What follows belongs to an exercise in optimizing a design on an open flow for small area, a short achievable clock period and few clock cycles; a production flow would make more cautious choices.
At most, simulation tests tie the RTL to the original design; equivalence was not proved.

==> inputs of harbor <==
Design mdfu_ser_rx, start of the top module:
module mdfu_ser_rx (
    input  wire       clk,
    input  wire       rst,         
    input  wire       dir_rsp,     
    input  wire       in_valid,
    input  wire [7:0] in_byte,
    output wire       in_ready,
    output reg        res_valid,
    input  wire       res_ready,
    output reg  [3:0] res_kind,    
    output reg  [3:0] res_sub,     
    output wire [4:0] res_seq,
    output wire       res_flag,    
    output wire [7:0] res_code,    
    output wire [5:0] res_len,     
    input  wire [5:0] rd_addr,
    output wire [7:0] rd_data
);
==> module mdfu_ser_rx, before the edit <==
module mdfu_ser_rx (
    input  wire       clk,
    input  wire       rst,         
    input  wire       dir_rsp,     
    input  wire       in_valid,
    input  wire [7:0] in_byte,
    output wire       in_ready,
    output reg        res_valid,
    input  wire       res_ready,
    output reg  [3:0] res_kind,    
    output reg  [3:0] res_sub,     
    output wire [4:0] res_seq,
    output wire       res_flag,    
    output wire [7:0] res_code,    
    output wire [5:0] res_len,     
    input  wire [5:0] rd_addr,
    output wire [7:0] rd_data
);
    localparam CAP  = 64;          
    localparam DCAP = 60;          
    localparam [7:0] START = 8'h56;
    localparam [7:0] END   = 8'h9E;
    localparam [7:0] ESC   = 8'hCC;
    localparam [3:0] K_PKT      = 4'h0;
    localparam [3:0] K_CHECKSUM = 4'h1;
    localparam [3:0] K_BADCMD   = 4'h3;
    localparam [3:0] K_BADSTS   = 4'h4;
    localparam [3:0] K_FRAMING  = 4'h6;
    localparam [3:0] K_SHORT    = 4'h7;
    localparam [3:0] FE_BAD_ESCAPE = 4'h3;
    localparam [3:0] FE_TOO_SHORT  = 4'h4;
    localparam [3:0] FE_OVERFLOW   = 4'h6;
    reg        in_frame;
    reg        esc;         
    reg        bad;         
    reg  [6:0] rcnt;        
    reg  [2:0] hs;          
    reg  [5:0] dp;          
    reg  [7:0] b0, b1;      
    reg [15:0] sum;         
    reg  [4:0] seq;
    reg        flag;
    reg  [7:0] code;
    reg  [7:0] dbuf [0:DCAP-1];
    assign in_ready = !res_valid || res_ready;
    assign res_seq  = seq;
    assign res_flag = flag;
    assign res_code = code;
    assign res_len  = dp;
    wire [DCAP-1:0] rsel;
    wire [7:0] rterm [0:DCAP];
    assign rterm[0] = 8'h00;
    genvar gi;
    generate
        for (gi = 0; gi < DCAP; gi = gi + 1) begin : g_rd
            assign rsel[gi] = (rd_addr == gi);
            assign rterm[gi+1] = rterm[gi] | (dbuf[gi] & {8{rsel[gi]}});
        end
    endgenerate
    assign rd_data = rterm[DCAP];
    wire take     = in_valid && in_ready;
    wire is_start = (in_byte == START);
    wire is_end   = (in_byte == END);
    wire is_esc   = (in_byte == ESC);
    wire pair_ok  = (in_byte == 8'hA9) || (in_byte == 8'h61) || (in_byte == 8'h33);
    wire body     = take && in_frame && !is_start && !is_end && (rcnt != CAP);
    wire overflow = take && in_frame && !is_start && !is_end && (rcnt == CAP);
    wire ubyte    = body && (esc ? pair_ok : !is_esc);
    wire [7:0] u  = esc ? ~in_byte : in_byte;
    wire        full = hs[2];                        
    wire        par  = full ? dp[0] : hs[0];         
    wire [15:0] sum_add = par ? {b1, 8'h00} : {8'h00, b1};
    wire csum_ok = (~sum == {b0, b1});
    wire code_ok = (code >= 8'h01) && (code <= 8'h05);
    always @(posedge clk) begin
        if (ubyte && full)
            dbuf[dp] <= b1;
    end
    always @(posedge clk) begin
        if (rst) begin
            in_frame  <= 1'b0;
            esc       <= 1'b0;
            bad       <= 1'b0;
            rcnt      <= 7'd0;
            hs        <= 3'd0;
            dp        <= 6'd0;
            sum       <= 16'd0;
            res_valid <= 1'b0;
            res_kind  <= 4'd0;
            res_sub   <= 4'd0;
        end else begin
            if (res_valid && res_ready)
                res_valid <= 1'b0;
            if (take && is_start) begin
                in_frame <= 1'b1;
                esc      <= 1'b0;
                bad      <= 1'b0;
                rcnt     <= 7'd0;
                hs       <= 3'd0;
                dp       <= 6'd0;
                sum      <= 16'd0;
            end else if (take && in_frame && is_end) begin
                in_frame  <= 1'b0;
                res_valid <= 1'b1;
                if (bad || esc) begin
                    res_kind <= K_FRAMING;
                    res_sub  <= FE_BAD_ESCAPE;
                end else if (hs < 3'd2) begin
                    res_kind <= K_FRAMING;
                    res_sub  <= FE_TOO_SHORT;
                end else if (!csum_ok) begin
                    res_kind <= K_CHECKSUM;
                    res_sub  <= 4'd0;
                end else if (!full) begin
                    res_kind <= K_SHORT;
                    res_sub  <= 4'd0;
                end else if (!code_ok) begin
                    res_kind <= dir_rsp ? K_BADSTS : K_BADCMD;
                    res_sub  <= 4'd0;
                end else begin
                    res_kind <= K_PKT;
                    res_sub  <= 4'd0;
                end
            end else if (overflow) begin
                in_frame  <= 1'b0;
                res_valid <= 1'b1;
                res_kind  <= K_FRAMING;
                res_sub   <= FE_OVERFLOW;
            end else if (body) begin
                rcnt <= rcnt + 7'd1;
                if (esc) begin
                    esc <= 1'b0;
                    if (!pair_ok)
                        bad <= 1'b1;
                end else if (is_esc) begin
                    esc <= 1'b1;
                end
                if (ubyte) begin
                    if (!full)
                        hs <= hs + 3'd1;
                    else
                        dp <= dp + 6'd1;
                    if (hs >= 3'd2)
                        sum <= sum + sum_add;
                end
            end
        end
    end
    always @(posedge clk) begin
        if (ubyte) begin
            b0 <= u;
            b1 <= b0;
            if (hs == 3'd2) begin
                seq  <= b1[4:0];
                flag <= dir_rsp ? b1[6] : b1[7];
            end
            if (hs == 3'd3)
                code <= b1;
        end
    end
endmodule
clock: 10.0 ns
lec_check: 0
cap_margin: 20
core_margin: 2
core_utilization: 40
cts_buf_list: sky130_fd_sc_hd__clkbuf_16
cts_cluster_diameter: 80
cts_cluster_size: 25
setup_slack_margin: 5
slew_margin: 20
run.sh (not shown) runs the stock make flow with config.mk's settings and CLKGATE_MAP_FILE= SYNTH_SCRIPT=/design/flow/synth_recipe.tcl, a recipe that flattens the netlist after the stock synthesis.
==> quartz (differences from harbor) <==
--- a/flow/design.v
+++ b/flow/design.v
@@ -48,15 +48,23 @@
     assign res_code = code;
     assign res_len  = dp;
-    wire [DCAP-1:0] rsel;
-    wire [7:0] rterm [0:DCAP];
-    assign rterm[0] = 8'h00;
+    wire [3:0] s1, s2, s3;
+    rx_dec2 u_s1 (.a(rd_addr[1:0]), .y(s1));
+    rx_dec2 u_s2 (.a(rd_addr[3:2]), .y(s2));
+    rx_dec2 u_s3 (.a(rd_addr[5:4]), .y(s3));
+    wire [7:0] lv1 [0:15];
+    wire [7:0] lv2 [0:3];
     genvar gi;
     generate
-        for (gi = 0; gi < DCAP; gi = gi + 1) begin : g_rd
-            assign rsel[gi] = (rd_addr == gi);
-            assign rterm[gi+1] = rterm[gi] | (dbuf[gi] & {8{rsel[gi]}});
+        for (gi = 0; gi < 15; gi = gi + 1) begin : g_l1
+            rx_sel4 u_l1 (.s(s1), .d0(dbuf[4*gi]), .d1(dbuf[4*gi+1]),
+                          .d2(dbuf[4*gi+2]), .d3(dbuf[4*gi+3]), .y(lv1[gi]));
+        end
+        for (gi = 0; gi < 3; gi = gi + 1) begin : g_l2
+            rx_sel4 u_l2 (.s(s2), .d0(lv1[4*gi]), .d1(lv1[4*gi+1]),
+                          .d2(lv1[4*gi+2]), .d3(lv1[4*gi+3]), .y(lv2[gi]));
         end
     endgenerate
-    assign rd_data = rterm[DCAP];
+    rx_sel3 u_l2x (.s(s2[2:0]), .d0(lv1[12]), .d1(lv1[13]), .d2(lv1[14]), .y(lv2[3]));
+    rx_sel4 u_l3 (.s(s3), .d0(lv2[0]), .d1(lv2[1]), .d2(lv2[2]), .d3(lv2[3]), .y(rd_data));
     wire take     = in_valid && in_ready;
     wire is_start = (in_byte == START);
@@ -160,2 +168,22 @@
     end
 endmodule
+module rx_dec2 (
+    input  wire [1:0] a,
+    output wire [3:0] y
+);
+    assign y = 4'd1 << a;
+endmodule
+module rx_sel4 (
+    input  wire [3:0] s,
+    input  wire [7:0] d0, d1, d2, d3,
+    output wire [7:0] y
+);
+    assign y = (d0 & {8{s[0]}}) | (d1 & {8{s[1]}}) | (d2 & {8{s[2]}}) | (d3 & {8{s[3]}});
+endmodule
+module rx_sel3 (
+    input  wire [2:0] s,
+    input  wire [7:0] d0, d1, d2,
+    output wire [7:0] y
+);
+    assign y = (d0 & {8{s[0]}}) | (d1 & {8{s[1]}}) | (d2 & {8{s[2]}});
+endmodule
==> flow/flow/run.sh (new file) <==
#!/bin/bash
# Layout flow: the standard ORFS flow, with clock-tree synthesis told
# to build larger sink clusters from clkbuf_16 and not to add dummy loads,
# and port buffers started from the smallest buffer.
set -euo pipefail
export CTS_ARGS="-sink_clustering_enable -repair_clock_nets -sink_clustering_size 25 -sink_clustering_max_diameter 80 -buf_list sky130_fd_sc_hd__clkbuf_16 -dont_use_dummy_load"
export BUFFER_PORTS_ARGS="-buffer_cell sky130_fd_sc_hd__buf_1"
bash standard.sh > orfs_make.log 2>&1
==> flow/standard.sh (new file) <==
#!/bin/bash
# synth_recipe.tcl (not shown) runs the flow's synth.tcl, then flattens the netlist and writes it again
# the make line also repeats each setting of config.mk as NAME=value (left out here)
make -C /OpenROAD-flow-scripts/flow DESIGN_CONFIG=/design/flow/config.mk WORK_HOME=/design/flow/orfs CLKGATE_MAP_FILE= SYNTH_SCRIPT=/design/flow/synth_recipe.tcl "${@:-finish}"
Settings changed: CTS_BUF_LIST sky130_fd_sc_hd__clkbuf_16 to default, CTS_CLUSTER_DIAMETER 80 to default, CTS_CLUSTER_SIZE 25 to default, PLACE_DENSITY from default to 0.75, SETUP_SLACK_MARGIN 5 to 4.3, SYNTH_HIERARCHICAL from default to 1, SYNTH_MINIMUM_KEEP_SIZE from default to 0, TNS_END_PERCENT from default to 5.
removed: flow/run.sh
==> maple (differences from harbor) <==
--- a/flow/design.v
+++ b/flow/design.v
@@ -48,15 +48,5 @@
     assign res_code = code;
     assign res_len  = dp;
-    wire [DCAP-1:0] rsel;
-    wire [7:0] rterm [0:DCAP];
-    assign rterm[0] = 8'h00;
-    genvar gi;
-    generate
-        for (gi = 0; gi < DCAP; gi = gi + 1) begin : g_rd
-            assign rsel[gi] = (rd_addr == gi);
-            assign rterm[gi+1] = rterm[gi] | (dbuf[gi] & {8{rsel[gi]}});
-        end
-    endgenerate
-    assign rd_data = rterm[DCAP];
+    assign rd_data  = dbuf[rd_addr];
     wire take     = in_valid && in_ready;
     wire is_start = (in_byte == START);
Settings changed: CORE_UTILIZATION 40 to 65.
==> cedar (differences from harbor) <==
--- a/flow/design.v
+++ b/flow/design.v
@@ -48,15 +48,5 @@
     assign res_code = code;
     assign res_len  = dp;
-    wire [DCAP-1:0] rsel;
-    wire [7:0] rterm [0:DCAP];
-    assign rterm[0] = 8'h00;
-    genvar gi;
-    generate
-        for (gi = 0; gi < DCAP; gi = gi + 1) begin : g_rd
-            assign rsel[gi] = (rd_addr == gi);
-            assign rterm[gi+1] = rterm[gi] | (dbuf[gi] & {8{rsel[gi]}});
-        end
-    endgenerate
-    assign rd_data = rterm[DCAP];
+    assign rd_data  = dbuf[rd_addr];
     wire take     = in_valid && in_ready;
     wire is_start = (in_byte == START);
Settings changed: SETUP_SLACK_MARGIN 5 to 4.0.
==> flow_metrics.env <==
export IMPL_outcome="no timing/DRC/antenna violations"
export IMPL_grt_pass1_vias=14176
export IMPL_comb_power_mw=0.151
export IMPL_fin_ws_ps=3858
export IMPL_dp_hpwl_um=50670
export IMPL_clk_share_pct=3.264
export IMPL_seq_share_pct=60.56
export IMPL_critPathMaxFanout=7
export IMPL_synth_top_area_share_pct=71.82
export IMPL_drtIter0Drc=2310
export IMPL_synthTopCellsByArea="edfxtp_1 (72%), a22oi_1 (5.4%), dfxtp_1 (3.9%), nor2_1 (2.8%), a221oi_1 (1.8%)"
export IMPL_yosysUniqueCellTypes=55
[end of results for harbor]
==> flow_metrics.env <==
export IMPL_yosysUniqueCellTypes=62
export IMPL_outcome="no timing/DRC/antenna violations"
export IMPL_synth_top_area_share_pct=69.37
export IMPL_cts_resized=83
export IMPL_dp_hpwl_um=29760
export IMPL_synthTopCellsByArea="edfxtp_1 (69%), a22oi_1 (10%), dfxtp_1 (3.8%), nand2_1 (3.3%), nor2_1 (1.7%)"
export IMPL_clk_share_pct=2.665
export IMPL_fin_ws_ps=4051
export IMPL_drtIter0Drc=1930
export IMPL_nClkBuffers=26
export IMPL_seq_share_pct=66.17
export IMPL_grt_pass1_vias=13425
[end of results for quartz]
==> flow_metrics.env <==
export IMPL_yosysUniqueCellTypes=68
export IMPL_outcome="no timing/DRC/antenna violations"
export IMPL_synth_top_area_share_pct=68.07
export IMPL_seq_share_pct=64.00
export IMPL_synthTopCellsByArea="edfxtp_1 (68%), mux4_2 (14%), dfxtp_1 (3.7%), nor2_1 (1.5%), a21oi_1 (1.2%)"
export IMPL_dp_hpwl_um=29000
export IMPL_drtIter0Drc=1416
export IMPL_clk_share_pct=3.048
export IMPL_grt_pass1_vias=11509
export IMPL_fin_ws_ps=3983
[end of results for maple]
==> flow_metrics.env <==
export IMPL_fin_ws_ps=3977
export IMPL_grt_pass1_vias=11485
export IMPL_synthTopCellsByArea="edfxtp_1 (68%), mux4_2 (14%), dfxtp_1 (3.7%), nor2_1 (1.5%), a21oi_1 (1.2%)"
export IMPL_comb_power_mw=0.198
export IMPL_clk_share_pct=3.529
export IMPL_dp_hpwl_um=30990
export IMPL_outcome="no timing/DRC/antenna violations"
export IMPL_yosysUniqueCellTypes=68
export IMPL_seq_share_pct=63.54
[end of results for cedar]
Testbench counts of quartz, summed over its fixed seeds: cycles 31,403.
Testbench counts of maple, summed over its fixed seeds: cycles 31,403.
Testbench counts of cedar, summed over its fixed seeds: cycles 31,403.
The RTL of harbor was laid out without a check of its function.

## static timing again, ports no longer ideal
How much do the figures lean on ideal ports? The routed layouts below were timed once more, with nothing changed but the port constraints. Step 1 (the two cells are an assumption about what drives the block):
set clk [get_ports {clk}]
set_driving_cell -lib_cell sky130_fd_sc_hd__clkbuf_16 $clk
set_driving_cell -lib_cell sky130_fd_sc_hd__buf_2 [delete_from_list [all_inputs] $clk]
Step 2 moves the port delays by t, midway between the first and last clock arrival at a register: inputs arrive t later, outputs are due t later. That takes back most of the time a late clock gives input paths. a / b / c = ideal / step 1 / step 2; a / b = the first two.
| run | t (ns) | slack for setup (ns) | clock arrival spread, ns |
|---|---|---|---|
| harbor | 0.663 | 3.858 / 3.791 / 3.791 | 0.043 / 0.043 |
| quartz | 0.619 | 4.051 / 4.010 / 4.010 | 0.038 / 0.038 |
| maple | 0.623 | 3.983 / 3.719 / 3.719 | 0.022 / 0.022 |
| cedar | 0.635 | 3.977 / 3.687 / 3.387 | 0.045 / 0.045 |
After both steps every run listed still meets setup and hold. For cedar, which loses most, drivers alone change the setup slack by -0.290 ns; drivers and shift together by -0.590 ns.
